What follows belongs to an exercise in optimizing a design on an open flow for small area, a short achievable clock period and few clock cycles per item; a production flow would make more cautious choices. Function was checked by simulation only, so behaviour that the tests miss may differ from the original. No activity file was given, so power comes from the tool's default toggle rates.

==> flow/design.v <==
module pga16_mac (
    input  wire [7:0]  b,
    input  wire        xm1,
    input  wire        ext,
    input  wire [23:0] m,
    input  wire [23:0] acc,
    output wire [31:0] sum
);
    wire bn0 = b[1];
    wire bo0 = b[0] ^ xm1;
    wire bt0 = (b[1] ^ b[0]) & ~bo0;
    wire q0_0 = ((bo0 & m[0]) | (bt0 & 1'b0)) ^ bn0;
    wire q0_1 = ((bo0 & m[1]) | (bt0 & m[0])) ^ bn0;
    wire q0_2 = ((bo0 & m[2]) | (bt0 & m[1])) ^ bn0;
    wire q0_3 = ((bo0 & m[3]) | (bt0 & m[2])) ^ bn0;
    wire q0_4 = ((bo0 & m[4]) | (bt0 & m[3])) ^ bn0;
    wire q0_5 = ((bo0 & m[5]) | (bt0 & m[4])) ^ bn0;
    wire q0_6 = ((bo0 & m[6]) | (bt0 & m[5])) ^ bn0;
    wire q0_7 = ((bo0 & m[7]) | (bt0 & m[6])) ^ bn0;
    wire q0_8 = ((bo0 & m[8]) | (bt0 & m[7])) ^ bn0;
    wire q0_9 = ((bo0 & m[9]) | (bt0 & m[8])) ^ bn0;
    wire q0_10 = ((bo0 & m[10]) | (bt0 & m[9])) ^ bn0;
    wire q0_11 = ((bo0 & m[11]) | (bt0 & m[10])) ^ bn0;
    wire q0_12 = ((bo0 & m[12]) | (bt0 & m[11])) ^ bn0;
    wire q0_13 = ((bo0 & m[13]) | (bt0 & m[12])) ^ bn0;
    wire q0_14 = ((bo0 & m[14]) | (bt0 & m[13])) ^ bn0;
    wire q0_15 = ((bo0 & m[15]) | (bt0 & m[14])) ^ bn0;
    wire q0_16 = ((bo0 & m[16]) | (bt0 & m[15])) ^ bn0;
    wire q0_17 = ((bo0 & m[17]) | (bt0 & m[16])) ^ bn0;
    wire q0_18 = ((bo0 & m[18]) | (bt0 & m[17])) ^ bn0;
    wire q0_19 = ((bo0 & m[19]) | (bt0 & m[18])) ^ bn0;
    wire q0_20 = ((bo0 & m[20]) | (bt0 & m[19])) ^ bn0;
    wire q0_21 = ((bo0 & m[21]) | (bt0 & m[20])) ^ bn0;
    wire q0_22 = ((bo0 & m[22]) | (bt0 & m[21])) ^ bn0;
    wire q0_23 = ((bo0 & m[23]) | (bt0 & m[22])) ^ bn0;
    wire q0_24 = ((bo0 & 1'b0) | (bt0 & m[23])) ^ bn0;
    wire bs0 = ~bn0;
    wire bn1 = b[3];
    wire bo1 = b[2] ^ b[1];
    wire bt1 = (b[3] ^ b[2]) & ~bo1;
    wire q1_0 = ((bo1 & m[0]) | (bt1 & 1'b0)) ^ bn1;
    wire q1_1 = ((bo1 & m[1]) | (bt1 & m[0])) ^ bn1;
    wire q1_2 = ((bo1 & m[2]) | (bt1 & m[1])) ^ bn1;
    wire q1_3 = ((bo1 & m[3]) | (bt1 & m[2])) ^ bn1;
    wire q1_4 = ((bo1 & m[4]) | (bt1 & m[3])) ^ bn1;
    wire q1_5 = ((bo1 & m[5]) | (bt1 & m[4])) ^ bn1;
    wire q1_6 = ((bo1 & m[6]) | (bt1 & m[5])) ^ bn1;
    wire q1_7 = ((bo1 & m[7]) | (bt1 & m[6])) ^ bn1;
    wire q1_8 = ((bo1 & m[8]) | (bt1 & m[7])) ^ bn1;
    wire q1_9 = ((bo1 & m[9]) | (bt1 & m[8])) ^ bn1;
    wire q1_10 = ((bo1 & m[10]) | (bt1 & m[9])) ^ bn1;
    wire q1_11 = ((bo1 & m[11]) | (bt1 & m[10])) ^ bn1;
    wire q1_12 = ((bo1 & m[12]) | (bt1 & m[11])) ^ bn1;
    wire q1_13 = ((bo1 & m[13]) | (bt1 & m[12])) ^ bn1;
    wire q1_14 = ((bo1 & m[14]) | (bt1 & m[13])) ^ bn1;
    wire q1_15 = ((bo1 & m[15]) | (bt1 & m[14])) ^ bn1;
    wire q1_16 = ((bo1 & m[16]) | (bt1 & m[15])) ^ bn1;
    wire q1_17 = ((bo1 & m[17]) | (bt1 & m[16])) ^ bn1;
    wire q1_18 = ((bo1 & m[18]) | (bt1 & m[17])) ^ bn1;
    wire q1_19 = ((bo1 & m[19]) | (bt1 & m[18])) ^ bn1;
    wire q1_20 = ((bo1 & m[20]) | (bt1 & m[19])) ^ bn1;
    wire q1_21 = ((bo1 & m[21]) | (bt1 & m[20])) ^ bn1;
    wire q1_22 = ((bo1 & m[22]) | (bt1 & m[21])) ^ bn1;
    wire q1_23 = ((bo1 & m[23]) | (bt1 & m[22])) ^ bn1;
    wire q1_24 = ((bo1 & 1'b0) | (bt1 & m[23])) ^ bn1;
    wire bs1 = ~bn1;
    wire bn2 = b[5];
    wire bo2 = b[4] ^ b[3];
    wire bt2 = (b[5] ^ b[4]) & ~bo2;
    wire q2_0 = ((bo2 & m[0]) | (bt2 & 1'b0)) ^ bn2;
    wire q2_1 = ((bo2 & m[1]) | (bt2 & m[0])) ^ bn2;
    wire q2_2 = ((bo2 & m[2]) | (bt2 & m[1])) ^ bn2;
    wire q2_3 = ((bo2 & m[3]) | (bt2 & m[2])) ^ bn2;
    wire q2_4 = ((bo2 & m[4]) | (bt2 & m[3])) ^ bn2;
    wire q2_5 = ((bo2 & m[5]) | (bt2 & m[4])) ^ bn2;
    wire q2_6 = ((bo2 & m[6]) | (bt2 & m[5])) ^ bn2;
    wire q2_7 = ((bo2 & m[7]) | (bt2 & m[6])) ^ bn2;
    wire q2_8 = ((bo2 & m[8]) | (bt2 & m[7])) ^ bn2;
    wire q2_9 = ((bo2 & m[9]) | (bt2 & m[8])) ^ bn2;
    wire q2_10 = ((bo2 & m[10]) | (bt2 & m[9])) ^ bn2;
    wire q2_11 = ((bo2 & m[11]) | (bt2 & m[10])) ^ bn2;
    wire q2_12 = ((bo2 & m[12]) | (bt2 & m[11])) ^ bn2;
    wire q2_13 = ((bo2 & m[13]) | (bt2 & m[12])) ^ bn2;
    wire q2_14 = ((bo2 & m[14]) | (bt2 & m[13])) ^ bn2;
    wire q2_15 = ((bo2 & m[15]) | (bt2 & m[14])) ^ bn2;
    wire q2_16 = ((bo2 & m[16]) | (bt2 & m[15])) ^ bn2;
    wire q2_17 = ((bo2 & m[17]) | (bt2 & m[16])) ^ bn2;
    wire q2_18 = ((bo2 & m[18]) | (bt2 & m[17])) ^ bn2;
    wire q2_19 = ((bo2 & m[19]) | (bt2 & m[18])) ^ bn2;
    wire q2_20 = ((bo2 & m[20]) | (bt2 & m[19])) ^ bn2;
    wire q2_21 = ((bo2 & m[21]) | (bt2 & m[20])) ^ bn2;
    wire q2_22 = ((bo2 & m[22]) | (bt2 & m[21])) ^ bn2;
    wire q2_23 = ((bo2 & m[23]) | (bt2 & m[22])) ^ bn2;
    wire q2_24 = ((bo2 & 1'b0) | (bt2 & m[23])) ^ bn2;
    wire bs2 = ~bn2;
    wire bn3 = b[7];
    wire bo3 = b[6] ^ b[5];
    wire bt3 = (b[7] ^ b[6]) & ~bo3;
    wire q3_0 = ((bo3 & m[0]) | (bt3 & 1'b0)) ^ bn3;
    wire q3_1 = ((bo3 & m[1]) | (bt3 & m[0])) ^ bn3;
    wire q3_2 = ((bo3 & m[2]) | (bt3 & m[1])) ^ bn3;
    wire q3_3 = ((bo3 & m[3]) | (bt3 & m[2])) ^ bn3;
    wire q3_4 = ((bo3 & m[4]) | (bt3 & m[3])) ^ bn3;
    wire q3_5 = ((bo3 & m[5]) | (bt3 & m[4])) ^ bn3;
    wire q3_6 = ((bo3 & m[6]) | (bt3 & m[5])) ^ bn3;
    wire q3_7 = ((bo3 & m[7]) | (bt3 & m[6])) ^ bn3;
    wire q3_8 = ((bo3 & m[8]) | (bt3 & m[7])) ^ bn3;
    wire q3_9 = ((bo3 & m[9]) | (bt3 & m[8])) ^ bn3;
    wire q3_10 = ((bo3 & m[10]) | (bt3 & m[9])) ^ bn3;
    wire q3_11 = ((bo3 & m[11]) | (bt3 & m[10])) ^ bn3;
    wire q3_12 = ((bo3 & m[12]) | (bt3 & m[11])) ^ bn3;
    wire q3_13 = ((bo3 & m[13]) | (bt3 & m[12])) ^ bn3;
    wire q3_14 = ((bo3 & m[14]) | (bt3 & m[13])) ^ bn3;
    wire q3_15 = ((bo3 & m[15]) | (bt3 & m[14])) ^ bn3;
    wire q3_16 = ((bo3 & m[16]) | (bt3 & m[15])) ^ bn3;
    wire q3_17 = ((bo3 & m[17]) | (bt3 & m[16])) ^ bn3;
    wire q3_18 = ((bo3 & m[18]) | (bt3 & m[17])) ^ bn3;
    wire q3_19 = ((bo3 & m[19]) | (bt3 & m[18])) ^ bn3;
    wire q3_20 = ((bo3 & m[20]) | (bt3 & m[19])) ^ bn3;
    wire q3_21 = ((bo3 & m[21]) | (bt3 & m[20])) ^ bn3;
    wire q3_22 = ((bo3 & m[22]) | (bt3 & m[21])) ^ bn3;
    wire q3_23 = ((bo3 & m[23]) | (bt3 & m[22])) ^ bn3;
    wire q3_24 = ((bo3 & 1'b0) | (bt3 & m[23])) ^ bn3;
    wire bs3 = ~bn3;
    wire ne = ~ext;
    wire s0, c0;
    assign s0 = q0_4 ^ q1_2;
    assign c0 = q0_4 & q1_2;
    wire s1, c1;
    assign s1 = q0_5 ^ q1_3;
    assign c1 = q0_5 & q1_3;
    wire s2, c2;
    assign s2 = q0_6 ^ q1_4 ^ q2_2;
    assign c2 = (q0_6 & q1_4) | (q2_2 & (q0_6 | q1_4));
    wire s3, c3;
    assign s3 = q3_0 ^ bn3;
    assign c3 = q3_0 & bn3;
    wire s4, c4;
    assign s4 = q0_7 ^ q1_5 ^ q2_3;
    assign c4 = (q0_7 & q1_5) | (q2_3 & (q0_7 | q1_5));
    wire s5, c5;
    assign s5 = q3_1 ^ acc[7];
    assign c5 = q3_1 & acc[7];
    wire s6, c6;
    assign s6 = q0_8 ^ q1_6 ^ q2_4;
    assign c6 = (q0_8 & q1_6) | (q2_4 & (q0_8 | q1_6));
    wire s7, c7;
    assign s7 = q3_2 ^ acc[8];
    assign c7 = q3_2 & acc[8];
    wire s8, c8;
    assign s8 = q0_9 ^ q1_7 ^ q2_5;
    assign c8 = (q0_9 & q1_7) | (q2_5 & (q0_9 | q1_7));
    wire s9, c9;
    assign s9 = q3_3 ^ acc[9];
    assign c9 = q3_3 & acc[9];
    wire s10, c10;
    assign s10 = q0_10 ^ q1_8 ^ q2_6;
    assign c10 = (q0_10 & q1_8) | (q2_6 & (q0_10 | q1_8));
    wire s11, c11;
    assign s11 = q3_4 ^ acc[10];
    assign c11 = q3_4 & acc[10];
    wire s12, c12;
    assign s12 = q0_11 ^ q1_9 ^ q2_7;
    assign c12 = (q0_11 & q1_9) | (q2_7 & (q0_11 | q1_9));
    wire s13, c13;
    assign s13 = q3_5 ^ acc[11];
    assign c13 = q3_5 & acc[11];
    wire s14, c14;
    assign s14 = q0_12 ^ q1_10 ^ q2_8;
    assign c14 = (q0_12 & q1_10) | (q2_8 & (q0_12 | q1_10));
    wire s15, c15;
    assign s15 = q3_6 ^ acc[12];
    assign c15 = q3_6 & acc[12];
    wire s16, c16;
    assign s16 = q0_13 ^ q1_11 ^ q2_9;
    assign c16 = (q0_13 & q1_11) | (q2_9 & (q0_13 | q1_11));
    wire s17, c17;
    assign s17 = q3_7 ^ acc[13];
    assign c17 = q3_7 & acc[13];
    wire s18, c18;
    assign s18 = q0_14 ^ q1_12 ^ q2_10;
    assign c18 = (q0_14 & q1_12) | (q2_10 & (q0_14 | q1_12));
    wire s19, c19;
    assign s19 = q3_8 ^ acc[14];
    assign c19 = q3_8 & acc[14];
    wire s20, c20;
    assign s20 = q0_15 ^ q1_13 ^ q2_11;
    assign c20 = (q0_15 & q1_13) | (q2_11 & (q0_15 | q1_13));
    wire s21, c21;
    assign s21 = q3_9 ^ acc[15];
    assign c21 = q3_9 & acc[15];
    wire s22, c22;
    assign s22 = q0_16 ^ q1_14 ^ q2_12;
    assign c22 = (q0_16 & q1_14) | (q2_12 & (q0_16 | q1_14));
    wire s23, c23;
    assign s23 = q3_10 ^ acc[16];
    assign c23 = q3_10 & acc[16];
    wire s24, c24;
    assign s24 = q0_17 ^ q1_15 ^ q2_13;
    assign c24 = (q0_17 & q1_15) | (q2_13 & (q0_17 | q1_15));
    wire s25, c25;
    assign s25 = q3_11 ^ acc[17];
    assign c25 = q3_11 & acc[17];
    wire s26, c26;
    assign s26 = q0_18 ^ q1_16 ^ q2_14;
    assign c26 = (q0_18 & q1_16) | (q2_14 & (q0_18 | q1_16));
    wire s27, c27;
    assign s27 = q3_12 ^ acc[18];
    assign c27 = q3_12 & acc[18];
    wire s28, c28;
    assign s28 = q0_19 ^ q1_17 ^ q2_15;
    assign c28 = (q0_19 & q1_17) | (q2_15 & (q0_19 | q1_17));
    wire s29, c29;
    assign s29 = q3_13 ^ acc[19];
    assign c29 = q3_13 & acc[19];
    wire s30, c30;
    assign s30 = q0_20 ^ q1_18 ^ q2_16;
    assign c30 = (q0_20 & q1_18) | (q2_16 & (q0_20 | q1_18));
    wire s31, c31;
    assign s31 = q3_14 ^ acc[20];
    assign c31 = q3_14 & acc[20];
    wire s32, c32;
    assign s32 = q0_21 ^ q1_19 ^ q2_17;
    assign c32 = (q0_21 & q1_19) | (q2_17 & (q0_21 | q1_19));
    wire s33, c33;
    assign s33 = q3_15 ^ acc[21];
    assign c33 = q3_15 & acc[21];
    wire s34, c34;
    assign s34 = q0_22 ^ q1_20 ^ q2_18;
    assign c34 = (q0_22 & q1_20) | (q2_18 & (q0_22 | q1_20));
    wire s35, c35;
    assign s35 = q3_16 ^ acc[22];
    assign c35 = q3_16 & acc[22];
    wire s36, c36;
    assign s36 = q0_23 ^ q1_21 ^ q2_19;
    assign c36 = (q0_23 & q1_21) | (q2_19 & (q0_23 | q1_21));
    wire s37, c37;
    assign s37 = q3_17 ^ acc[23];
    assign c37 = q3_17 & acc[23];
    wire s38, c38;
    assign s38 = q0_24 ^ q1_22 ^ q2_20;
    assign c38 = (q0_24 & q1_22) | (q2_20 & (q0_24 | q1_22));
    wire s39, c39;
    assign s39 = q3_18 ^ ext;
    assign c39 = q3_18 & ext;
    wire s40, c40;
    assign s40 = bs0 ^ q1_23 ^ q2_21;
    assign c40 = (bs0 & q1_23) | (q2_21 & (bs0 | q1_23));
    wire s41, c41;
    assign s41 = q3_19 ^ ne;
    assign c41 = q3_19 & ne;
    wire s42, c42;
    assign s42 = q1_24 ^ q2_22 ^ q3_20;
    assign c42 = (q1_24 & q2_22) | (q3_20 & (q1_24 | q2_22));
    wire s43, c43;
    assign s43 = q0_2 ^ q1_0;
    assign c43 = q0_2 & q1_0;
    wire s44, c44;
    assign s44 = q0_3 ^ q1_1;
    assign c44 = q0_3 & q1_1;
    wire s45, c45;
    assign s45 = s0 ^ q2_0 ^ bn2;
    assign c45 = (s0 & q2_0) | (bn2 & (s0 | q2_0));
    wire s46, c46;
    assign s46 = c0 ^ s1 ^ q2_1;
    assign c46 = (c0 & s1) | (q2_1 & (c0 | s1));
    wire s47, c47;
    assign s47 = c1 ^ s2 ^ s3;
    assign c47 = (c1 & s2) | (s3 & (c1 | s2));
    wire s48, c48;
    assign s48 = c2 ^ c3 ^ s4;
    assign c48 = (c2 & c3) | (s4 & (c2 | c3));
    wire s49, c49;
    assign s49 = c4 ^ c5 ^ s6;
    assign c49 = (c4 & c5) | (s6 & (c4 | c5));
    wire s50, c50;
    assign s50 = c6 ^ c7 ^ s8;
    assign c50 = (c6 & c7) | (s8 & (c6 | c7));
    wire s51, c51;
    assign s51 = c8 ^ c9 ^ s10;
    assign c51 = (c8 & c9) | (s10 & (c8 | c9));
    wire s52, c52;
    assign s52 = c10 ^ c11 ^ s12;
    assign c52 = (c10 & c11) | (s12 & (c10 | c11));
    wire s53, c53;
    assign s53 = c12 ^ c13 ^ s14;
    assign c53 = (c12 & c13) | (s14 & (c12 | c13));
    wire s54, c54;
    assign s54 = c14 ^ c15 ^ s16;
    assign c54 = (c14 & c15) | (s16 & (c14 | c15));
    wire s55, c55;
    assign s55 = c16 ^ c17 ^ s18;
    assign c55 = (c16 & c17) | (s18 & (c16 | c17));
    wire s56, c56;
    assign s56 = c18 ^ c19 ^ s20;
    assign c56 = (c18 & c19) | (s20 & (c18 | c19));
    wire s57, c57;
    assign s57 = c20 ^ c21 ^ s22;
    assign c57 = (c20 & c21) | (s22 & (c20 | c21));
    wire s58, c58;
    assign s58 = c22 ^ c23 ^ s24;
    assign c58 = (c22 & c23) | (s24 & (c22 | c23));
    wire s59, c59;
    assign s59 = c24 ^ c25 ^ s26;
    assign c59 = (c24 & c25) | (s26 & (c24 | c25));
    wire s60, c60;
    assign s60 = c26 ^ c27 ^ s28;
    assign c60 = (c26 & c27) | (s28 & (c26 | c27));
    wire s61, c61;
    assign s61 = c28 ^ c29 ^ s30;
    assign c61 = (c28 & c29) | (s30 & (c28 | c29));
    wire s62, c62;
    assign s62 = c30 ^ c31 ^ s32;
    assign c62 = (c30 & c31) | (s32 & (c30 | c31));
    wire s63, c63;
    assign s63 = c32 ^ c33 ^ s34;
    assign c63 = (c32 & c33) | (s34 & (c32 | c33));
    wire s64, c64;
    assign s64 = c34 ^ c35 ^ s36;
    assign c64 = (c34 & c35) | (s36 & (c34 | c35));
    wire s65, c65;
    assign s65 = c36 ^ c37 ^ s38;
    assign c65 = (c36 & c37) | (s38 & (c36 | c37));
    wire s66, c66;
    assign s66 = c38 ^ c39 ^ s40;
    assign c66 = (c38 & c39) | (s40 & (c38 | c39));
    wire s67, c67;
    assign s67 = c40 ^ c41 ^ s42;
    assign c67 = (c40 & c41) | (s42 & (c40 | c41));
    wire s68, c68;
    assign s68 = c42 ^ bs1 ^ q2_23;
    assign c68 = (c42 & bs1) | (q2_23 & (c42 | bs1));
    wire s69, c69;
    assign s69 = q2_24 ^ q3_22;
    assign c69 = q2_24 & q3_22;
    wire s70, c70;
    assign s70 = q0_0 ^ bn0;
    assign c70 = q0_0 & bn0;
    wire s71, c71;
    assign s71 = q0_1 ^ acc[1];
    assign c71 = q0_1 & acc[1];
    wire s72, c72;
    assign s72 = s43 ^ bn1 ^ acc[2];
    assign c72 = (s43 & bn1) | (acc[2] & (s43 | bn1));
    wire s73, c73;
    assign s73 = c43 ^ s44 ^ acc[3];
    assign c73 = (c43 & s44) | (acc[3] & (c43 | s44));
    wire s74, c74;
    assign s74 = c44 ^ s45 ^ acc[4];
    assign c74 = (c44 & s45) | (acc[4] & (c44 | s45));
    wire s75, c75;
    assign s75 = c45 ^ s46 ^ acc[5];
    assign c75 = (c45 & s46) | (acc[5] & (c45 | s46));
    wire s76, c76;
    assign s76 = c46 ^ s47 ^ acc[6];
    assign c76 = (c46 & s47) | (acc[6] & (c46 | s47));
    wire s77, c77;
    assign s77 = c47 ^ s48 ^ s5;
    assign c77 = (c47 & s48) | (s5 & (c47 | s48));
    wire s78, c78;
    assign s78 = c48 ^ s49 ^ s7;
    assign c78 = (c48 & s49) | (s7 & (c48 | s49));
    wire s79, c79;
    assign s79 = c49 ^ s50 ^ s9;
    assign c79 = (c49 & s50) | (s9 & (c49 | s50));
    wire s80, c80;
    assign s80 = c50 ^ s51 ^ s11;
    assign c80 = (c50 & s51) | (s11 & (c50 | s51));
    wire s81, c81;
    assign s81 = c51 ^ s52 ^ s13;
    assign c81 = (c51 & s52) | (s13 & (c51 | s52));
    wire s82, c82;
    assign s82 = c52 ^ s53 ^ s15;
    assign c82 = (c52 & s53) | (s15 & (c52 | s53));
    wire s83, c83;
    assign s83 = c53 ^ s54 ^ s17;
    assign c83 = (c53 & s54) | (s17 & (c53 | s54));
    wire s84, c84;
    assign s84 = c54 ^ s55 ^ s19;
    assign c84 = (c54 & s55) | (s19 & (c54 | s55));
    wire s85, c85;
    assign s85 = c55 ^ s56 ^ s21;
    assign c85 = (c55 & s56) | (s21 & (c55 | s56));
    wire s86, c86;
    assign s86 = c56 ^ s57 ^ s23;
    assign c86 = (c56 & s57) | (s23 & (c56 | s57));
    wire s87, c87;
    assign s87 = c57 ^ s58 ^ s25;
    assign c87 = (c57 & s58) | (s25 & (c57 | s58));
    wire s88, c88;
    assign s88 = c58 ^ s59 ^ s27;
    assign c88 = (c58 & s59) | (s27 & (c58 | s59));
    wire s89, c89;
    assign s89 = c59 ^ s60 ^ s29;
    assign c89 = (c59 & s60) | (s29 & (c59 | s60));
    wire s90, c90;
    assign s90 = c60 ^ s61 ^ s31;
    assign c90 = (c60 & s61) | (s31 & (c60 | s61));
    wire s91, c91;
    assign s91 = c61 ^ s62 ^ s33;
    assign c91 = (c61 & s62) | (s33 & (c61 | s62));
    wire s92, c92;
    assign s92 = c62 ^ s63 ^ s35;
    assign c92 = (c62 & s63) | (s35 & (c62 | s63));
    wire s93, c93;
    assign s93 = c63 ^ s64 ^ s37;
    assign c93 = (c63 & s64) | (s37 & (c63 | s64));
    wire s94, c94;
    assign s94 = c64 ^ s65 ^ s39;
    assign c94 = (c64 & s65) | (s39 & (c64 | s65));
    wire s95, c95;
    assign s95 = c65 ^ s66 ^ s41;
    assign c95 = (c65 & s66) | (s41 & (c65 | s66));
    wire s96, c96;
    assign s96 = c66 ^ s67 ^ 1'b1;
    assign c96 = (c66 & s67) | (1'b1 & (c66 | s67));
    wire s97, c97;
    assign s97 = c67 ^ s68 ^ q3_21;
    assign c97 = (c67 & s68) | (q3_21 & (c67 | s68));
    wire s98, c98;
    assign s98 = c68 ^ s69 ^ 1'b1;
    assign c98 = (c68 & s69) | (1'b1 & (c68 | s69));
    wire s99, c99;
    assign s99 = c69 ^ bs2 ^ q3_23;
    assign c99 = (c69 & bs2) | (q3_23 & (c69 | bs2));
    wire s100, c100;
    assign s100 = q3_24 ^ 1'b1;
    assign c100 = q3_24 & 1'b1;
    wire [31:0] rx = {c100, c99, c98, c97, c96, c95, c94, c93, c92, c91, c90, c89, c88, c87, c86, c85, c84, c83, c82, c81, c80, c79, c78, c77, c76, c75, c74, c73, c72, c71, c70, s70};
    wire [31:0] ry = {bs3, s100, s99, s98, s97, s96, s95, s94, s93, s92, s91, s90, s89, s88, s87, s86, s85, s84, s83, s82, s81, s80, s79, s78, s77, s76, s75, s74, s73, s72, s71, acc[0]};
    wire [31:0] g0 = rx & ry;
    wire [31:0] p0 = rx ^ ry;
    wire [32:0] rc;
    assign rc[0] = 1'b0;
    wire bg0 = g0[1] | (p0[1] & g0[0]);
    wire bp0 = p0[1] & p0[0];
    wire bg1 = g0[3] | (p0[3] & g0[2]);
    wire bp1 = p0[3] & p0[2];
    wire bg2 = g0[5] | (p0[5] & g0[4]);
    wire bp2 = p0[5] & p0[4];
    wire bg3 = g0[7] | (p0[7] & g0[6]);
    wire bp3 = p0[7] & p0[6];
    wire bg4 = g0[9] | (p0[9] & g0[8]);
    wire bp4 = p0[9] & p0[8];
    wire bg5 = g0[11] | (p0[11] & g0[10]);
    wire bp5 = p0[11] & p0[10];
    wire bg6 = g0[13] | (p0[13] & g0[12]);
    wire bp6 = p0[13] & p0[12];
    wire bg7 = g0[15] | (p0[15] & g0[14]);
    wire bp7 = p0[15] & p0[14];
    wire bg8 = g0[17] | (p0[17] & g0[16]);
    wire bp8 = p0[17] & p0[16];
    wire bg9 = g0[19] | (p0[19] & g0[18]);
    wire bp9 = p0[19] & p0[18];
    wire bg10 = g0[21] | (p0[21] & g0[20]);
    wire bp10 = p0[21] & p0[20];
    wire bg11 = g0[23] | (p0[23] & g0[22]);
    wire bp11 = p0[23] & p0[22];
    wire bg12 = g0[25] | (p0[25] & g0[24]);
    wire bp12 = p0[25] & p0[24];
    wire bg13 = g0[27] | (p0[27] & g0[26]);
    wire bp13 = p0[27] & p0[26];
    wire bg14 = g0[29] | (p0[29] & g0[28]);
    wire bp14 = p0[29] & p0[28];
    wire bg15 = g0[31] | (p0[31] & g0[30]);
    wire bp15 = p0[31] & p0[30];
    wire bg16 = bg1 | (bp1 & bg0);
    wire bp16 = bp1 & bp0;
    wire bg17 = bg3 | (bp3 & bg2);
    wire bp17 = bp3 & bp2;
    wire bg18 = bg5 | (bp5 & bg4);
    wire bp18 = bp5 & bp4;
    wire bg19 = bg7 | (bp7 & bg6);
    wire bp19 = bp7 & bp6;
    wire bg20 = bg9 | (bp9 & bg8);
    wire bp20 = bp9 & bp8;
    wire bg21 = bg11 | (bp11 & bg10);
    wire bp21 = bp11 & bp10;
    wire bg22 = bg13 | (bp13 & bg12);
    wire bp22 = bp13 & bp12;
    wire bg23 = bg15 | (bp15 & bg14);
    wire bp23 = bp15 & bp14;
    wire bg24 = bg17 | (bp17 & bg16);
    wire bp24 = bp17 & bp16;
    wire bg25 = bg19 | (bp19 & bg18);
    wire bp25 = bp19 & bp18;
    wire bg26 = bg21 | (bp21 & bg20);
    wire bp26 = bp21 & bp20;
    wire bg27 = bg23 | (bp23 & bg22);
    wire bp27 = bp23 & bp22;
    wire bg28 = bg25 | (bp25 & bg24);
    wire bp28 = bp25 & bp24;
    wire bg29 = bg27 | (bp27 & bg26);
    wire bp29 = bp27 & bp26;
    wire bg30 = bg29 | (bp29 & bg28);
    wire bp30 = bp29 & bp28;
    wire bg31 = bg26 | (bp26 & bg28);
    wire bp31 = bp26 & bp28;
    wire bg32 = bg18 | (bp18 & bg24);
    wire bp32 = bp18 & bp24;
    wire bg33 = bg20 | (bp20 & bg28);
    wire bp33 = bp20 & bp28;
    wire bg34 = bg22 | (bp22 & bg31);
    wire bp34 = bp22 & bp31;
    wire bg35 = bg2 | (bp2 & bg16);
    wire bp35 = bp2 & bp16;
    wire bg36 = bg4 | (bp4 & bg24);
    wire bp36 = bp4 & bp24;
    wire bg37 = bg6 | (bp6 & bg32);
    wire bp37 = bp6 & bp32;
    wire bg38 = bg8 | (bp8 & bg28);
    wire bp38 = bp8 & bp28;
    wire bg39 = bg10 | (bp10 & bg33);
    wire bp39 = bp10 & bp33;
    wire bg40 = bg12 | (bp12 & bg31);
    wire bp40 = bp12 & bp31;
    wire bg41 = bg14 | (bp14 & bg34);
    wire bp41 = bp14 & bp34;
    wire bg42 = g0[2] | (p0[2] & bg0);
    wire bp42 = p0[2] & bp0;
    wire bg43 = g0[4] | (p0[4] & bg16);
    wire bp43 = p0[4] & bp16;
    wire bg44 = g0[6] | (p0[6] & bg35);
    wire bp44 = p0[6] & bp35;
    wire bg45 = g0[8] | (p0[8] & bg24);
    wire bp45 = p0[8] & bp24;
    wire bg46 = g0[10] | (p0[10] & bg36);
    wire bp46 = p0[10] & bp36;
    wire bg47 = g0[12] | (p0[12] & bg32);
    wire bp47 = p0[12] & bp32;
    wire bg48 = g0[14] | (p0[14] & bg37);
    wire bp48 = p0[14] & bp37;
    wire bg49 = g0[16] | (p0[16] & bg28);
    wire bp49 = p0[16] & bp28;
    wire bg50 = g0[18] | (p0[18] & bg38);
    wire bp50 = p0[18] & bp38;
    wire bg51 = g0[20] | (p0[20] & bg33);
    wire bp51 = p0[20] & bp33;
    wire bg52 = g0[22] | (p0[22] & bg39);
    wire bp52 = p0[22] & bp39;
    wire bg53 = g0[24] | (p0[24] & bg31);
    wire bp53 = p0[24] & bp31;
    wire bg54 = g0[26] | (p0[26] & bg40);
    wire bp54 = p0[26] & bp40;
    wire bg55 = g0[28] | (p0[28] & bg34);
    wire bp55 = p0[28] & bp34;
    wire bg56 = g0[30] | (p0[30] & bg41);
    wire bp56 = p0[30] & bp41;
    assign sum[0] = p0[0];
    assign sum[1] = p0[1] ^ g0[0];
    assign sum[2] = p0[2] ^ bg0;
    assign sum[3] = p0[3] ^ bg42;
    assign sum[4] = p0[4] ^ bg16;
    assign sum[5] = p0[5] ^ bg43;
    assign sum[6] = p0[6] ^ bg35;
    assign sum[7] = p0[7] ^ bg44;
    assign sum[8] = p0[8] ^ bg24;
    assign sum[9] = p0[9] ^ bg45;
    assign sum[10] = p0[10] ^ bg36;
    assign sum[11] = p0[11] ^ bg46;
    assign sum[12] = p0[12] ^ bg32;
    assign sum[13] = p0[13] ^ bg47;
    assign sum[14] = p0[14] ^ bg37;
    assign sum[15] = p0[15] ^ bg48;
    assign sum[16] = p0[16] ^ bg28;
    assign sum[17] = p0[17] ^ bg49;
    assign sum[18] = p0[18] ^ bg38;
    assign sum[19] = p0[19] ^ bg50;
    assign sum[20] = p0[20] ^ bg33;
    assign sum[21] = p0[21] ^ bg51;
    assign sum[22] = p0[22] ^ bg39;
    assign sum[23] = p0[23] ^ bg52;
    assign sum[24] = p0[24] ^ bg31;
    assign sum[25] = p0[25] ^ bg53;
    assign sum[26] = p0[26] ^ bg40;
    assign sum[27] = p0[27] ^ bg54;
    assign sum[28] = p0[28] ^ bg34;
    assign sum[29] = p0[29] ^ bg55;
    assign sum[30] = p0[30] ^ bg41;
    assign sum[31] = p0[31] ^ bg56;
endmodule
module pga16_round (
    input  wire [39:0] p,        
    input  wire [5:0]  sh,       
    input  wire        hi,       
    output wire [7:0]  q
);
    wire [15:0] v = p[38:23] ^ {16{p[39]}};
    wire [15:0] mk;
    assign mk[15] = 1'b0;
    genvar i;
    generate
        for (i = 0; i < 15; i = i + 1) begin : g_mk
            assign mk[i] = mk[i+1] | v[i+1];
        end
    endgenerate
    wire [14:0] atg    = mk[14:0] & ~mk[15:1];        
    wire        guard  = |(atg & p[14:0]);
    wire        lsb    = |(atg & p[15:1]);
    wire        sticky = |(mk[14:1] & p[13:0]);
    wire        rup    = guard & (sticky | lsb);
    wire [39:0] qv = {p[39:15], p[14:0] | mk[14:0]};
    wire [39:0] c;                                   
    wire [5:0]  cb;
    assign cb[0] = rup;
    generate
        for (i = 0; i < 5; i = i + 1) begin : g_blk
            assign cb[i+1] = cb[i] & (&qv[8*i+7:8*i]);
            assign c[8*i] = cb[i];
            genvar j;
            for (j = 1; j < 8; j = j + 1) begin : g_pw
                assign c[8*i+j] = c[8*i+j-1] & qv[8*i+j-1];
            end
        end
    endgenerate
    wire [39:0] t  = qv ^ c;
    wire [39:0] tm = {t[39:15], t[14:0] & ~mk[14:0]};
    wire [70:0] e  = {{15{p[39]}}, tm, 16'd0};
    wire [5:0]  s8 = {sh[5:3] + {2'b00, hi}, sh[2:0]};
    wire [38:0] e5 = s8[5] ? e[70:32] : e[38:0];
    wire [22:0] e4 = s8[4] ? e5[38:16] : e5[22:0];
    wire [14:0] e3 = s8[3] ? e4[22:8] : e4[14:0];
    wire [10:0] e2 = s8[2] ? e3[14:4] : e3[10:0];
    wire [8:0]  e1 = s8[1] ? e2[10:2] : e2[8:0];
    assign q = s8[0] ? e1[8:1] : e1[7:0];
endmodule
module pga16 (
    input  wire        clk,
    input  wire        rst,           
    input  wire        host_we,
    input  wire [3:0]  host_addr,
    input  wire [31:0] host_wdata,
    output reg  [31:0] host_rdata,
    output wire        mem_valid,
    output wire        mem_we,
    output wire [31:0] mem_addr,
    output wire [7:0]  mem_wdata,
    input  wire        mem_ready,
    input  wire [7:0]  mem_rdata,
    input  wire        mem_err
);
    localparam RN_BUF_BASE = 4'd0;
    localparam RN_BUF_LEN  = 4'd1;
    localparam RN_GAIN     = 4'd2;
    localparam RN_CTRL     = 4'd3;
    localparam RN_CMD      = 4'd4;
    localparam RN_STATUS   = 4'd5;
    localparam RN_PROGRESS = 4'd6;
    localparam ERR_ILLEGAL_CMD = 3'd1;
    localparam ERR_NULL_BUFFER = 3'd2;
    localparam ERR_GAIN_INF    = 3'd3;
    localparam ERR_ADDR_RANGE  = 3'd4;
    localparam ERR_MEM_FAULT   = 3'd5;
    reg [31:0] buf_base;
    reg [31:0] buf_len;
    reg [31:0] gain;
    reg        buf_valid;
    reg        st_busy, st_done, st_err, st_odd;
    reg [2:0]  st_errcode;
    reg [30:0] idx;
    reg [31:0] ad;                    
    reg [30:0] w_nwin;
    reg        w_sg;                  
    reg [23:0] w_m;                   
    reg [5:0]  w_sh;                  
    reg        act;                   
    reg [1:0]  ph;                    
    reg [39:0] pr;                    
    always @* begin
        case (host_addr)
            RN_BUF_BASE: host_rdata = buf_base;
            RN_BUF_LEN:  host_rdata = buf_len;
            RN_GAIN:     host_rdata = gain;
            RN_CTRL:     host_rdata = {31'd0, buf_valid};
            RN_STATUS:   host_rdata = {24'd0, 1'b0, st_errcode, st_odd, st_err, st_done, st_busy};
            RN_PROGRESS: host_rdata = {1'b0, idx};
            default:     host_rdata = 32'd0;
        endcase
    end
    wire        cmd_wr    = host_we && (host_addr == RN_CMD) && !st_busy;
    wire        stat_wr   = host_we && (host_addr == RN_STATUS);
    wire        range_bad = over_2_32(buf_base, buf_len);
    reg  [2:0]  cmd_code;             
    always @* begin
        if (host_wdata != 32'h0000_0001)
            cmd_code = ERR_ILLEGAL_CMD;
        else if (!buf_valid)
            cmd_code = ERR_NULL_BUFFER;
        else if (gain[30:23] == 8'hFF)
            cmd_code = ERR_GAIN_INF;
        else if (range_bad)
            cmd_code = ERR_ADDR_RANGE;
        else
            cmd_code = 3'd0;
    end
    wire [7:0]  g_e  = gain[30:23];
    wire [7:0]  g_sh = 8'd166 - g_e;
    wire [5:0]  sh0  = (g_e < 8'd112) ? 6'd55 : (g_e >= 8'd166) ? 6'd0 : g_sh[5:0];
    function over_2_32(input [31:0] a, input [31:0] b);
        integer k;
        reg cy;
        begin
            cy = 1'b0;
            for (k = 1; k < 32; k = k + 1)
                cy = (~(a[k] ^ b[k]) & (a[k-1] | b[k-1])) |
                     (cy & (~(a[k] ^ b[k]) | a[k-1] | b[k-1]));
            over_2_32 = cy & (a[31] | b[31]);
        end
    endfunction
    function [30:0] inc31(input [30:0] a);
        integer k;
        reg t;
        begin
            t = 1'b1;
            for (k = 0; k < 31; k = k + 1) begin
                inc31[k] = a[k] ^ t;
                t = t & a[k];
            end
        end
    endfunction
    function [30:0] inc31f(input [30:0] a);
        integer k;
        reg t, bc;
        begin
            bc = 1'b1;
            for (k = 0; k < 31; k = k + 1) begin
                if (k % 8 == 0) t = bc;
                inc31f[k] = a[k] ^ t;
                t = t & a[k];
                if (k % 8 == 7) bc = bc & (&a[k -: 8]);
            end
        end
    endfunction
    wire acc_ok = act && mem_ready;
    assign mem_valid = act;
    assign mem_we    = ph[1];
    wire [30:0] ad_inc = inc31f(ad[31:1]);
    assign mem_addr  = {(ph[0] & ad[0]) ? ad_inc : ad[31:1], ad[0] ^ ph[0]};
    wire [31:0] mac;
    wire [7:0] rb = mem_rdata ^ {8{w_sg}};
    reg        b7q;                   
    pga16_mac u_mac (
        .b   (rb),
        .xm1 (ph[0] & b7q),
        .ext (ph[0] & pr[39]),
        .m   (w_m),
        .acc (ph[0] ? pr[39:16] : (w_sg ? w_m : 24'd0)),
        .sum (mac)
    );
    pga16_round u_round (
        .p  (pr),
        .sh (w_sh),
        .hi (ph[0]),
        .q  (mem_wdata)
    );
    wire [30:0] idx_inc = inc31(idx);
    wire        last    = (idx_inc == w_nwin);
    always @(posedge clk) begin
        if (mem_ready && !ph[1])
            pr <= {mac, pr[15:8]};
        if (mem_ready && ph == 2'd0)
            b7q <= rb[7];
    end
    always @(posedge clk) begin
        if (rst) begin
            buf_base   <= 32'd0;
            buf_len    <= 32'd0;
            gain       <= 32'h3F80_0000;
            buf_valid  <= 1'b0;
            st_busy    <= 1'b0;
            st_done    <= 1'b0;
            st_err     <= 1'b0;
            st_odd     <= 1'b0;
            st_errcode <= 3'd0;
            idx        <= 31'd0;
            act        <= 1'b0;
            ph         <= 2'd0;
        end else begin
            if (host_we) begin
                case (host_addr)
                    RN_BUF_BASE: buf_base  <= host_wdata;
                    RN_BUF_LEN:  buf_len   <= host_wdata;
                    RN_GAIN:     gain      <= host_wdata;
                    RN_CTRL:     buf_valid <= host_wdata[0];
                    default: ;
                endcase
            end
            if (stat_wr) begin
                if (host_wdata[1]) st_done <= 1'b0;
                if (host_wdata[2]) begin
                    st_err     <= 1'b0;
                    st_errcode <= 3'd0;
                end
                if (host_wdata[3]) st_odd <= 1'b0;
            end
            if (cmd_wr) begin
                st_done <= 1'b0;
                idx     <= 31'd0;
                if (cmd_code != 3'd0) begin
                    st_err     <= 1'b1;
                    st_errcode <= cmd_code;
                    st_odd     <= 1'b0;
                end else begin
                    st_err     <= 1'b0;
                    st_errcode <= 3'd0;
                    st_odd     <= buf_len[0];
                    st_busy    <= 1'b1;
                    ad         <= buf_base;
                    w_nwin     <= buf_len[31:1];
                    w_sg       <= gain[31];
                    w_m        <= {g_e != 8'd0, gain[22:0]};
                    w_sh       <= sh0;
                    act        <= (buf_len[31:1] != 31'd0);
                    ph         <= 2'd0;
                end
            end
            if (st_busy && !act) begin
                st_busy <= 1'b0;
                st_done <= 1'b1;
            end
            if (acc_ok) begin
                if (mem_err) begin
                    act        <= 1'b0;
                    st_busy    <= 1'b0;
                    st_err     <= 1'b1;
                    st_errcode <= ERR_MEM_FAULT;
                end else begin
                    ph <= ph + 2'd1;
                    if (ph == 2'd3) begin
                        ad[31:1] <= ad_inc;
                        idx <= idx_inc;
                        if (last) begin
                            act     <= 1'b0;
                            st_busy <= 1'b0;
                            st_done <= 1'b1;
                        end
                    end
                end
            end
        end
    end
endmodule
==> flow/flow/run.sh <==
#!/bin/bash
# The standard layout (standard.sh), with these changes to how it is made:
#  - synthesis runs from a copy of ORFS's scripts folder in which
#    * Yosys's synth skips its quick ABC pass before the adder extraction
#      (synth -run fine: -noabc), so the full adders written in the RTL reach
#      extract_fa as written, and
#  - the port buffers are buf_1 cells instead of the default delay-buffer cell;
#  - repair_timing works with a setup margin, so that it shortens the longest
#    paths although the 33 ns clock leaves them slack.
# The make output goes to make_finish.log in this folder; ORFS keeps each
# step's log under orfs/logs.
set -euo pipefail
work=$PWD
rm -rf "$work/scripts"
cp -r "$FLOW_HOME/scripts" "$work/scripts"
cp "$work/flow/abc_area.script" "$work/scripts/abc_area.script"
sed -i 's/-run fine: {\*}\$synth_full_args/-run fine: -noabc {*}$synth_full_args/' "$work/scripts/synth.tcl"
grep -q -- '-run fine: -noabc' "$work/scripts/synth.tcl"
bash standard.sh SCRIPTS_DIR="$work/scripts" \
    BUFFER_PORTS_ARGS="-buffer_cell sky130_fd_sc_hd__buf_1" \
    SETUP_SLACK_MARGIN=18.5 finish > make_finish.log 2>&1
==> flow/flow/abc_area.script <==
strash
dch
map -a
strash
dch
map -a
strash
dch
map -a
topo
stime -c
dnsize -c
==> flow/standard.sh <==
#!/bin/bash
# synth_recipe.tcl (not shown) runs the flow's synth.tcl, then flattens the netlist and writes it again
# the make line also repeats each setting of config.mk as NAME=value (left out here)
make -C /OpenROAD-flow-scripts/flow DESIGN_CONFIG=/design/flow/config.mk WORK_HOME=/design/flow/orfs CLKGATE_MAP_FILE= SYNTH_SCRIPT=/design/flow/synth_recipe.tcl "${@:-finish}"
==> flow/config.mk <==
export PLATFORM = sky130hd
export DESIGN_NAME = pga16
export DESIGN_NICKNAME = pga16
export VERILOG_FILES = /design/flow/design.v
export SDC_FILE = /design/flow/constraint.sdc
export NUM_CORES = 4
export LEC_CHECK = 0
export ABC_AREA = 1
export CAP_MARGIN = 20
export CORE_MARGIN = 2
export CORE_UTILIZATION = 40
export CTS_BUF_LIST = sky130_fd_sc_hd__clkbuf_8
export CTS_CLUSTER_DIAMETER = 60
export CTS_CLUSTER_SIZE = 12
export SLEW_MARGIN = 20
==> flow/constraint.sdc <==
create_clock -name core_clock -period 33.0 [get_ports {clk}]
set_input_delay 6.6000 -clock core_clock [delete_from_list [all_inputs] [get_ports {clk}]]
set_output_delay 6.6000 -clock core_clock [all_outputs]
set_load 0.01 [all_outputs]
==> metrics.md, run 1 <==
| Metric | Value |
|---|---|
| Non-Filler Instances | `2991` |
| Layout Nets | `2671` |
| RePlAce Congestion | `0.935` |
| Sequential fraction of the synthesis area | `0.348` |
| Pin count of the biggest net entering global routing | `103` |
| Crit path required time | `26400 ps` |
| Clock-pin slew on the worst setup and hold paths | `90 ps` |
| Final Core Density | `0.453` |
| Area Growth Syn to Fin | `12.5%` |
| Total congestion overflow | `0` |
| Fill cells | `4810` |
| Top cell type's share of synthesized area | `0.207` |
| Overall Power | `1030 uW` |
| N_diodes | `0` |
| Vias in the first global route | `17.1k` |
| Tmin final | `14480 ps` |
| Htree depth | `1` |
| Syn avg cell area | `9.10 um^2` |
| Setup Total Neg Slack | `0 ps` |
| Crit end category | `primary output` |
| Num CTS Buffers | `28` |
| Routed WL | `63500 um` |
| Placeable Area | `48600 um^2` |
| Cell Pwr Density | `46.9 nW/um^2` |
| Final period utilization | `0.439` |
| Seq cells post-synth | `273` |
| Bufs on Longest Clock Path | `3` |
| Max Slew Vio Count | `0` |
| # rows | `81` |
| Max_cap viols | `0` |
| Final hold violation count | `0` |
| Synth area leader | `edfxtp_1` |
| Drt first pass iters | `6` |
| Share of layout cells above drive strength 1 | `0.0696` |
| Tightest Pin Transition | `1190 ps` |
| Syn Nets | `2475` |
| GRT Overall Usage | `0.246` |
| Clock Tree Root | `clkbuf_8` |
| Fmax | `0.0691 GHz` |
| Final Setup Violations | `0` |
| Global-route wire length before repair | `97800 um` |
| Initial antenna violation count | `3` |
| Clock tree from TritonCTS | `done` |
| Max Fanout on Critical Path | `14` |
| Final clock skew | `88.0 ps` |
| Die width | `225 um` |
| Yosys cell types | `39` |
| Buffers added on ports | `122` |
| Die height | `225 um` |
| Startpoint class of the critical path | `input port` |
| Ranking of synthesized cells by area | `edfxtp_1 21%, dfxtp_1 14%, ha_1 12%, fa_1 8.9%, xor2_1 5.3%` |
| DRC Markers | `0` |
| Post-synthesis cell count | `2151` |
| Drt wl/cell | `21.2 um` |
| Mapped cell area | `19600 um^2` |
| Starting Density | `0.402` |
| Post-Place Cells | `2919` |
| Clock sinks | `273` |
| Outcome | `timing/DRC/antenna clean` |
| Arrival @ worst endpoint | `7880 ps` |
| Hold-fix buffers, CTS | `0` |
| Later-pin clock latency in the skew report | `700 ps` |
| Via count | `17.5k` |
| Hold WC Path Type | `reg2reg` |
| Die ar. | `50700 um^2` |
| Lkg Pwr | `0.00849 uW` |
| RSZ-0062 raised after global routing | `true` |
| Max transition margin | `0.201` |
| Peak supply drop | `0.0396 mV` |
| Setup slack, reg-to-reg | `24300 ps` |
| Via/cell ratio | `5.87` |
| Syn. warnings | `1` |
| Ports | `123` |
| HPWL after detailed placement | `46200 um` |
| Final ANT Viol Nets | `0` |
| DRT iter0 DRCs | `1267` |
| Crit Path Class | `in2out` |
[critical path, cell delays in order]
cell	delay, ps
buf_4	120
nor2_4	160
clkinv_4	100
nor2_4	120
buf_12	120
clkinv_8	90
o211ai_1	340
buf_2	200
[path summary, 6_finish.rpt]
kind / from / end / cells after the start
max reg2reg: w_sg / pr[38] / 30
max: host_addr[2] / host_rdata[5] / 8
min: buf_len[8] / w_nwin[7] / 0
min reg2reg: buf_len[8] / w_nwin[7] / 0
[registers in the layout (all words and copies together) (netlist names)]
signal and count:
act 1, ad 32, b7q 1, buf_base 32, buf_len 32, buf_valid 1, gain 32, idx 31
ph 2, pr 40, st_busy 1, st_done 1, st_err 1, st_errcode 3, st_odd 1, w_m 24
w_nwin 31, w_sg 1, w_sh 6
[power by group]
group,leakage [uW],switching (uW),internal (uW)
registers,0.00244,35.1,399
logic,0.00571,230,153
clock network,0.000330,130,85.6
[final cells by class]
cell class,count,area [um^2],share of cell area
clock buffers,30,413,0.0187
clock inverters,22,105,0.00477
inverters,236,955,0.0433
multi-input cells,1642,12000,0.546
flip-flops and latches,273,6820,0.309
well taps,622,778,0.0353
repair buffers,162,882,0.0400
repair inverters,4,45.0,0.00205
[cells by family (layout without fill, tap and decap cells)]
group,Yosys count,after routing,share of synthesized area
AND/OR/NAND/NOR,529,529,0.113
XOR/XNOR,158,158,0.0707
adder cells (fa/ha/maj),275,275,0.209
AO/OA/AOI/OAI,649,649,0.196
flip-flops,273,273,0.348
buffers and inverters,236,454,0.0453
multiplexers,31,31,0.0175
[synth_stat cells (all sizes together)]
master,count
a31oi,14
nor3b,3
a211oi,9
nand2,156
nor4,21
o21ai,160
a21oi,203
o31ai,2
o211ai,8
o21bai,1
xnor2,39
a22o,1
nand3,48
a32o,1
fa,87
a221o,1
clkinv,236
a21o,5
o22ai,129
a221oi,3
o21a,2
o2111ai,2
mux2i,5
nand4,24
edfxtp,135
o211a,1
nor3,15
a41oi,1
a22oi,74
a2111oi,1
nor2,254
ha,188
mux2,26
or2,8
o221ai,29
xor2,119
dfxtp,138
a2bb2oi,1
a21boi,1
[stage by stage]
stage	instance area (um^2)	setup WS, ps	hold WS [ps]
final	22000	18520	441
after global routing	22000	18440	456
after CTS	21800	18500	442
after detailed placement	21000	17520	420
after global placement	21000	17530	418
after floorplan	19600	18600	416
[cell usage in the layout, fill, tap and decap left out, drive strengths merged, types with 3 or more instances in the layout]
cell    count
nor2      254
clkinv    237
a21oi     203
ha        188
o21ai     160
buf       158
nand2     156
dfxtp     138
edfxtp    135
o22ai     129
xor2      119
fa         87
a22oi      74
nand3      48
xnor2      39
clkbuf     34
o221ai     29
mux2       26
nand4      24
inv        24
nor4       21
nor3       15
a31oi      14
a211oi      9
o211ai      8
or2         8
a21o        5
mux2i       5
nor3b       3
a221oi      3
[layer usage]
layer  wire length, um  global-route usage  up-vias
met5                40                   0        -
met4              2210              0.0754        6
met3              4590              0.0359      121
met2             30900               0.429      693
met1             25800               0.314     8507
li1                  -                   -     8216
[timing repair]
item,4_1_cts,5_1_grt
pin swaps,4,4
buffers inserted,8,4
endpoints found under the setup margin,42,46
cloned,3,3
gates resized for setup,38,35
Testbench counts, summed over its fixed seeds: cycles 36,384, windows 8,872.
==> run 2: changes to the inputs <==
--- a/flow/config.mk
+++ b/flow/config.mk
@@ -10,3 +10,3 @@
 export CORE_MARGIN = 2
-export CORE_UTILIZATION = 40
+export CORE_UTILIZATION = 55
 export CTS_BUF_LIST = sky130_fd_sc_hd__clkbuf_8
==> metrics.md, run 2 <==
| Metric | Value |
|---|---|
| Outcome | `timing/DRC/antenna clean` |
| Area Growth Syn to Fin | `12.3%` |
| Via/cell ratio | `6.18 (+5.3%)` |
| Final clock skew | `44.7 ps (-43.3 ps)` |
| Synth async-reset ratio | `0 (unchanged)` |
| Max FFs per register | `40 (unchanged)` |
| Yosys cell types | `39 (unchanged)` |
| Mapped cell area | `19600 um^2 (unchanged)` |
| Max_cap viols | `0 (unchanged)` |
| Syn. warnings | `1 (unchanged)` |
| Max Fanout on Critical Path | `11 (-3)` |
| Final ANT Viol Nets | `0 (unchanged)` |
| RSZ-0062 raised after global routing | `true` |
| Sequential fraction of the synthesis area | `0.348 (unchanged)` |
| Max transition margin | `0.315 (+0.115)` |
| Hold WC Path Type | `reg2reg` |
| Fmax | `0.0691 GHz (about the same)` |
| Final period utilization | `0.439 (about the same)` |
| Commonest non-fill, non-tap cells in the layout | `235 x nor2_1, 222 x clkinv_1, 203 x a21oi_1` |
| Overall Power | `1090 uW (+6.0%)` |
| Top cell type's share of synthesized area | `0.207 (unchanged)` |
| Startpoint class of the critical path | `input port` |
| Vias in the first global route | `17.0k (-0.58%)` |
| Die height | `193 um (-14%)` |
| Routed WL | `63000 um (-0.91%)` |
| Cell with the most instances after synthesis | `nor2_1` |
| Crit end category | `primary output` |
| Buffers added on ports | `122 (unchanged)` |
| RePlAce Congestion | `0.984 (+5.3%)` |
| GRT Overall Usage | `0.340 (+0.0942)` |
| Largest Register | `pr` |
| Share of layout cells above drive strength 1 | `0.0794 (+0.00973)` |
| Max Slew Vio Count | `0 (unchanged)` |
| # rows | `69 (-15%)` |
| Clock sinks | `273 (unchanged)` |
| List of most frequent post-synthesis cells | `254 x nor2_1, 236 x clkinv_1, 203 x a21oi_1` |
| Peak supply drop | `0.0662 mV (+67%)` |
| Final Core Density | `0.623 (+0.170)` |
| Final hold violation count | `0 (unchanged)` |
| Fill cells | `3103 (-35%)` |
| DRT iter0 DRCs | `1208 (-4.7%)` |
| Cell Pwr Density | `49.8 nW/um^2 (+6.2%)` |
| Crit Path Class | `in2out` |
| Multi-input logic area | `12000 um^2 (-0.11%)` |
| Storage cell area | `6820 um^2 (unchanged)` |
| Drt first pass iters | `5 (-1)` |
| Syn avg cell area | `9.10 um^2 (unchanged)` |
| Ports | `123 (unchanged)` |
| HPWL after detailed placement | `45600 um (-1.4%)` |
| Via count | `17.6k (+0.12%)` |
| Final Setup Violations | `0 (unchanged)` |
| Fin Hold WS | `443 ps (+1.16 ps)` |
| Syn Nets | `2475 (unchanged)` |
| Htree depth | `2 (+1)` |
| Num CTS Buffers | `34 (+21%)` |
| Clock tree from TritonCTS | `done` |
| Placeable Area | `35300 um^2 (-27%)` |
| Lkg Pwr | `0.00858 uW (+1.1%)` |
| Tightest Pin Transition | `1020 ps (-167 ps)` |
| Tmin final | `14480 ps (+0.300 ps)` |
| Commonest non-fill, non-tap cell in the layout | `nor2_1` |
| Total congestion overflow | `0 (unchanged)` |
| Seq cells post-synth | `273 (unchanged)` |
| Hold-fix buffers, CTS | `0 (unchanged)` |
| Layout Nets | `2679 (+0.30%)` |
| Drt wl/cell | `22.1 um (+4.2%)` |
| Initial antenna violation count | `3 (unchanged)` |
| Later-pin clock latency in the skew report | `620 ps (-80 ps)` |
| DP Area | `20900 um^2 (-0.68%)` |
| EDFF count, synth | `135 (unchanged)` |
| Starting Density | `0.554 (+0.152)` |
| Crit path required time | `26400 ps (about the same)` |
| Pin count of the biggest net entering global routing | `84 (-18%)` |
| Clock Tree Root | `clkbuf_8` |
| Design area | `22000 um^2 (-0.18%)` |
| Arrival @ worst endpoint | `7880 ps (about the same)` |
| Die ar. | `37100 um^2 (-27%)` |
| Die width | `193 um (-14%)` |
| Global-route wire length before repair | `96000 um (-1.8%)` |
| Setup Total Neg Slack | `0 ps (unchanged)` |
| Bufs on Longest Clock Path | `3 (unchanged)` |
| Ranking of synthesized cells by area | `edfxtp_1 21%, dfxtp_1 14%, ha_1 12%, fa_1 8.9%, xor2_1 5.3%` |
| DRC Markers | `0 (unchanged)` |
| Clock-pin slew on the worst setup and hold paths | `90 ps (about the same)` |
| Post-synth top flop | `dfxtp_1` |
| Synth area leader | `edfxtp_1` |
| Post-synthesis cell count | `2151 (unchanged)` |
-- run 2: cell counts after synthesis --
Identical to the previous run, type by type.
-- run 2: cell type report --
type	count	area share
Sequential cell	273	0.310
Inverter	236	0.0429
Timing Repair inverter	4	0.00228
Multi-Input combinational cell	1642	0.547
Tap cell	461	0.0262
Timing Repair Buffer	164	0.0405
Clock buffer	37	0.0232
Antenna cell	2	0.000228
Clock inverter	25	0.00808
-- run 2: critical path, stage by stage --
cell and delay, ps:
clkbuf_2 130, nor2_4 70, buf_4 140, nand2_4 120, clkinv_8 120, buf_8 170, a22oi_1 190, o221ai_1 160
buf_2 170
-- run 2: report_power, final --
| part | internal [uW] | leakage [uW] | total, uW | switching [uW] |
|---|---|---|---|---|
| combinational | 157 | 0.00576 | 397 | 239 |
| clock | 116 | 0.000384 | 261 | 145 |
| sequential | 399 | 0.00244 | 437 | 37.5 |
-- run 2: kinds of logic (layout without fill, tap and decap cells) --
kind of cell / count (synthesis) / count (layout) / synth area share
AOI/OAI and AO/OA: 649 / 649 / 0.196
and+or+nand+nor: 529 / 529 / 0.113
adders and majority gates: 275 / 275 / 0.209
DFF: 273 / 273 / 0.348
buffers and inverters: 236 / 466 / 0.0453
xor gates and xnor gates: 158 / 158 / 0.0707
muxes: 31 / 31 / 0.0175
other: 0 / 2 / 0
-- run 2: worst paths after layout --
path	from	to	slack, ps	cells after the start
setup / recovery	host_addr[3]	host_rdata[23]	18520	9
hold / removal	buf_len[3]	w_nwin[2]	440	0
setup reg to reg	ph[0]	pr[38]	24050	30
hold reg to reg	buf_len[3]	w_nwin[2]	440	0
-- run 2: metrics by stage --
stage	cells	setup slack [ps]
after floorplan	2151	18600
after global placement	2756	17470
after detailed placement	2759	17450
after CTS	2837	18460
after global routing	2843	18480
final	2844	18520
-- run 2: layer usage --
| layer | routed length (um) | GRT usage | vias to the layer above |
|---|---|---|---|
| li1 | - | - | 8240 |
| met1 | 24800 | 0.418 | 8455 |
| met2 | 30500 | 0.576 | 697 |
| met3 | 4190 | 0.0524 | 170 |
| met4 | 3390 | 0.180 | 2 |
| met5 | 13 | 0 | - |
-- run 2: what timing repair did --
action,4_1_cts,5_1_grt
cloned,4,0
pin swaps,7,7
setup buffers,12,5
endpoints found under the setup margin,44,46
gates resized for setup,47,30

## separate check: timing with driven ports
How much do the figures lean on ideal ports? The routed layouts below were timed once more, with nothing changed but the port constraints. Step 1 assumes that a clkbuf_16 drives the clock port and a buf_2 every other input. Step 2 times the ports against the registers' clock, not the clock port: input delays grow and output delays shrink by t, the midpoint of the rising clock arrivals with the driver on. a / b / c = ideal ports / drivers / drivers and shift; a / b = the first two.
run	shift t [ns]	setup slack, ns	hold WS [ns]	latest minus earliest clock arrival (ns)	worst slew at a driven data input, ns
run 1	0.706	18.521 / 18.492 / 18.434	0.441 / 0.441 / 0.441	0.088 / 0.088	0.10
run 2	0.651	18.520 / 18.472 / 18.409	0.443 / 0.443 / 0.443	0.045 / 0.045	0.08
After both steps every run listed still meets setup and hold. The setup slack of run 2, which loses most, moves by -0.048 ns with the drivers and by -0.111 ns with both steps.
